Context: an optimization exercise on an open-source flow, tuned for a short achievable clock period and few clock cycles per item. The choices shown serve that exercise and are no tape-out recipe.
The RTL was checked by simulation tests, not by an equivalence proof against the original design.
No activity file was given, so power comes from the tool's default toggle rates.

## mrct_decoder
module mrct_decoder (
    input  wire        clk,
    input  wire        rst,
    input  wire        start,
    input  wire        kind,         
    input  wire [11:0] width,
    input  wire [11:0] height,
    input  wire [23:0] src_len,
    input  wire [23:0] dst_cap,
    output wire        src_re,
    output wire [23:0] src_addr,
    input  wire [7:0]  src_rdata,
    output wire        dst_re,
    output wire [23:0] dst_raddr,
    input  wire [7:0]  dst_rdata,
    output wire        dst_we,
    output wire [23:0] dst_waddr,
    output wire [7:0]  dst_wdata,
    output wire        busy,
    output reg         done,
    output reg         error,
    output reg  [3:0]  err_code,
    output reg  [23:0] src_pos,
    output reg  [23:0] dst_pos,
    output reg  [23:0] err_pos
);
    localparam [3:0] ERR_TRUNCATED   = 4'd1,
                     ERR_SRC_SHORT   = 4'd2,
                     ERR_PIXEL_OOB   = 4'd3,
                     ERR_SHIFT_PARAM = 4'd4,
                     ERR_CONFIG      = 4'd5;
    localparam P_IDLE  = 0,
               P_CFG0  = 1,
               P_MUL   = 2,
               P_CHK   = 3,
               P_FETCH = 4,
               P_W1    = 5,
               P_W2    = 6,
               P_C1    = 7,
               P_E1    = 8,
               P_E2    = 9,
               P_E3    = 10,
               P_E4    = 11,
               P_C2    = 12,
               P_UPD   = 13,
               P_END   = 14;
    localparam NPS = 15;
    localparam [1:0] SEL_SRC = 2'd0,    
                     SEL_MEM = 2'd1,    
                     SEL_F1  = 2'd2,    
                     SEL_F2  = 2'd3;    
    function [8:0] rcd(input [5:0] ki);
        case (ki)
  ...
Size: roughly 3800 cells after synthesis, ~750 flip-flops, about 250 I/O pins, roughly 38000 um2 of cells after synthesis.
clock: 11.0 ns
lec_check: 0
cap_margin: 20
core_margin: 2
core_utilization: 40
slew_margin: 20
standard.sh (not shown) runs the stock make flow with config.mk's settings and CLKGATE_MAP_FILE= SYNTH_SCRIPT=/design/flow/synth_recipe.tcl, a recipe that flattens the netlist after the stock synthesis.
==> flow/flow/run.sh <==
#!/bin/bash
set -euo pipefail
MARGIN=${MARGIN:-8.0}
bash standard.sh synth > synth.log 2>&1
bash standard.sh SETUP_SLACK_MARGIN=$MARGIN finish > layout.log 2>&1
Testbench counts at the start, summed over its fixed seeds: cycles 378,399, bytes 374,011.
Change:
--- a/flow/design.v
+++ b/flow/design.v
@@ -119,24 +119,25 @@
         endcase
     endfunction
     reg  [NPS-1:0] ps;
     reg            busy_r;
     reg            idle_r;          
     assign busy = busy_r;
     reg         pal;
     reg  [23:0] jdc;
     reg  [11:0] mul_m;          
     reg  [13:0] tw1;            
     reg  [15:0] tw3;            
     reg  [2:0]  mcnt;
+    reg  [15:0] mul_d;          
     reg         wz;             
     reg  [23:0] pp;             
     reg  [23:0] sleft;          
     reg         sl_nz;          
     reg  [25:0] rem_p;          
     reg         rem_zero;
     reg  [23:0] dpos;           
     reg  [7:0]  cmd_r;
     reg         c_esc;          
     reg  [2:0]  c_row;          
     reg  [10:0] c_q0;           
     reg  [7:0]  e0_r, e1_r;
@@ -160,25 +161,24 @@
     reg  [23:0] lp;             
     reg  [23:0] rp;             
     reg         i_valid, i_end;       
     reg  [1:0]  i_sel;
     reg         r_valid, r_end;       
     reg  [1:0]  r_sel;
     reg         src_re_r;
     reg  [23:0] src_addr_r;
     reg         dst_re_r;
     reg  [23:0] dst_raddr_r;
     reg         dst_we_r;
     reg  [23:0] dst_waddr_r;
-    reg  [23:0] wptr;           
     reg  [7:0]  wdata;          
     reg  [7:0]  h1, h2;         
     reg         w_end;
     assign src_re    = src_re_r;
     assign src_addr  = src_addr_r;
     assign dst_re    = dst_re_r;
     assign dst_raddr = dst_raddr_r;
     assign dst_we    = dst_we_r;
     assign dst_waddr = dst_waddr_r;
     assign dst_wdata = wdata;
     wire        k_lit  = !cmd_r[7];
     wire [2:0]  k_mask = pal ? 3'd7 : 3'd3;
@@ -226,25 +226,25 @@
     wire [23:0] lit_addr  = lp;
     wire [23:0] cpy_addr  = rp;
     wire        issue_fin = be_go && be_fin && be_last;
     wire [7:0]  w_new = (r_sel == SEL_SRC) ? src_rdata :
                         (r_sel == SEL_MEM) ? dst_rdata :
                         (r_sel == SEL_F1)  ? h1 : h2;
     wire        cfg_bad   = wz || (rem_p[25:24] != 2'b00) || ({2'b00, jdc} < rem_p);
     wire        cfg_trunc = pal ? !sl_nz : (sleft < 24'd3);
     wire        accept    = ps[P_IDLE] && start && idle_r;
     wire [15:0] mul_digit = (mul_m[11:10] == 2'd3) ? tw3 :
                             (mul_m[11:10] == 2'd2) ? {1'b0, tw1, 1'b0} :
                             (mul_m[11:10] == 2'd1) ? {2'b00, tw1} : 16'd0;
-    wire        mul_last  = (mcnt == 3'd5);
+    wire        mul_last  = (mcnt == 3'd6);
     wire        end_ok    = !be_has && !h_valid;
     wire        c2_go = ps[P_C2] && !h_valid;
     wire [NPS-1:0] ps_nx;
     assign ps_nx[P_IDLE]  = (ps[P_IDLE] && !accept) || (ps[P_END] && end_ok) || (ps[P_FETCH] && rem_zero);
     assign ps_nx[P_CFG0]  = accept;
     assign ps_nx[P_MUL]   = ps[P_CFG0] || (ps[P_MUL] && !mul_last);
     assign ps_nx[P_CHK]   = ps[P_MUL] && mul_last;
     assign ps_nx[P_FETCH] = ps[P_UPD] && !u_err;
     assign ps_nx[P_W1]    = rd_fetch;
     assign ps_nx[P_W2]    = ps[P_W1];
     assign ps_nx[P_C1]    = ps[P_W2];
     assign ps_nx[P_E1]    = rd_ext0;
@@ -282,28 +282,30 @@
             c_dcol <= a_rc[5:0];
         end
         if (ps[P_E3])
             c_q0 <= pal ? ({3'd0, e0_r} + {1'b0, k_dk}) : ({3'd0, e0_r} + {2'd0, e0_r, 1'b0} + {1'b0, k_dk});
         if (ps[P_E2]) e0_r  <= src_rdata;
         if (ps[P_E3]) e1_r  <= src_rdata;
         if (ps[P_CFG0]) begin
             tw1   <= pal ? tw1 : (tw1 + {tw1[12:0], 1'b0});
             tw3   <= pal ? ({2'b00, tw1} + {1'b0, tw1, 1'b0}) : ({2'b00, tw1} + {tw1[12:0], 3'b000});
             wz    <= (tw1 == 14'd0) || (mul_m == 12'd0);
             sl_nz <= (sleft != 24'd0);
             rem_p <= 26'd0;
+            mul_d <= 16'd0;
             mcnt  <= 3'd0;
         end
         if (ps[P_MUL]) begin
-            rem_p <= {rem_p[23:0], 2'b00} + {10'd0, mul_digit};
+            rem_p <= {rem_p[23:0], 2'b00} + {10'd0, mul_d};
+            mul_d <= mul_digit;
             mul_m <= {mul_m[9:0], 2'b00};
             mcnt  <= mcnt + 3'd1;
         end
         if (ps[P_CHK]) begin
             c_lit <= 1'b1;
             c_nb  <= pal ? 18'd1 : 18'd3;
         end
         if (ps[P_C1]) begin
             c_lit  <= k_lit;
             c_nb   <= {8'd0, k_nb};
             c_rw   <= k_rw;
             c_u    <= {1'b0, dpos} + {{19{c_dcol[5]}}, c_dcol};
@@ -349,26 +351,25 @@
             be_mode <= h_mode;
             be_fin  <= h_final;
         end
         src_addr_r  <= p_rd ? pp : lit_addr;
         dst_raddr_r <= cpy_addr;
         i_sel       <= issue_mode;
         r_sel       <= i_sel;
         wdata <= w_new;
         if (r_valid) begin
             h1 <= w_new;
             h2 <= h1;
         end
-        dst_waddr_r <= wptr;
-        wptr        <= ps[P_CFG0] ? 24'd0 : wptr + {23'd0, r_valid};
+        dst_waddr_r <= ps[P_CFG0] ? 24'd0 : dst_waddr_r + {23'd0, dst_we_r};
         if (rst) begin
             ps       <= {{(NPS-1){1'b0}}, 1'b1};
             busy_r   <= 1'b0;
             idle_r   <= 1'b1;
             done     <= 1'b0;
             error    <= 1'b0;
             err_code <= 4'd0;
             src_pos  <= 24'd0;
             dst_pos  <= 24'd0;
             err_pos  <= 24'd0;
             h_valid  <= 1'b0;
             be_has   <= 1'b0;
Result:
- cell area is higher slightly
- clock-buffer cell count is lower by 5
- first-iteration DRC count is higher by a few percent
- hold slack improves by 75 ps
- sequential share of layout area is lower by 0.16 points
- power is lower by a few percent
- register-to-register slack improves by 350 ps
- sequential power is lower slightly
- wire length is higher by a few percent
- non-clock buffer count is higher by 9
- synthesized area is higher slightly
- global-route usage is lower by 0.21 points
- synthesized cell count is higher by a few percent
- clock power is lower by a few percent
Testbench counts after the change, summed over its fixed seeds: cycles 378,511, bytes 374,011.

## separate check: timing with driven ports
No port has a modelled driver above. Below, the same layouts with a new extraction and two added sets of constraints. Step 1 (the two cells are an assumption about what drives the block):
set clk [get_ports {clk}]
set_driving_cell -lib_cell sky130_fd_sc_hd__clkbuf_16 $clk
set_driving_cell -lib_cell sky130_fd_sc_hd__buf_2 [delete_from_list [all_inputs] $clk]
Step 2 moves the port delays by t, midway between the first and last clock arrival at a register: inputs arrive t later, outputs are due t later. That takes back most of the time a late clock gives input paths. a / b / c = no drivers / after step 1 / after step 2; a / b = the first two.
| run | t (ns) | setup WS [ns] | worst setup path after step 2 | worst slew at a driven data input, ns | cell pins on the clock port's net |
|---|---|---|---|---|---|
| the first run | 0.710 | 7.569 / 7.561 / 7.352 | input to register | 0.12 | 1 |
| the second run | 0.717 | 7.647 / 7.578 / 7.371 | input to register | 0.08 | 1 |
After both steps every run listed still meets setup and hold. For the second run, which loses most, drivers alone change the setup slack by -0.069 ns; drivers and shift together by -0.276 ns.
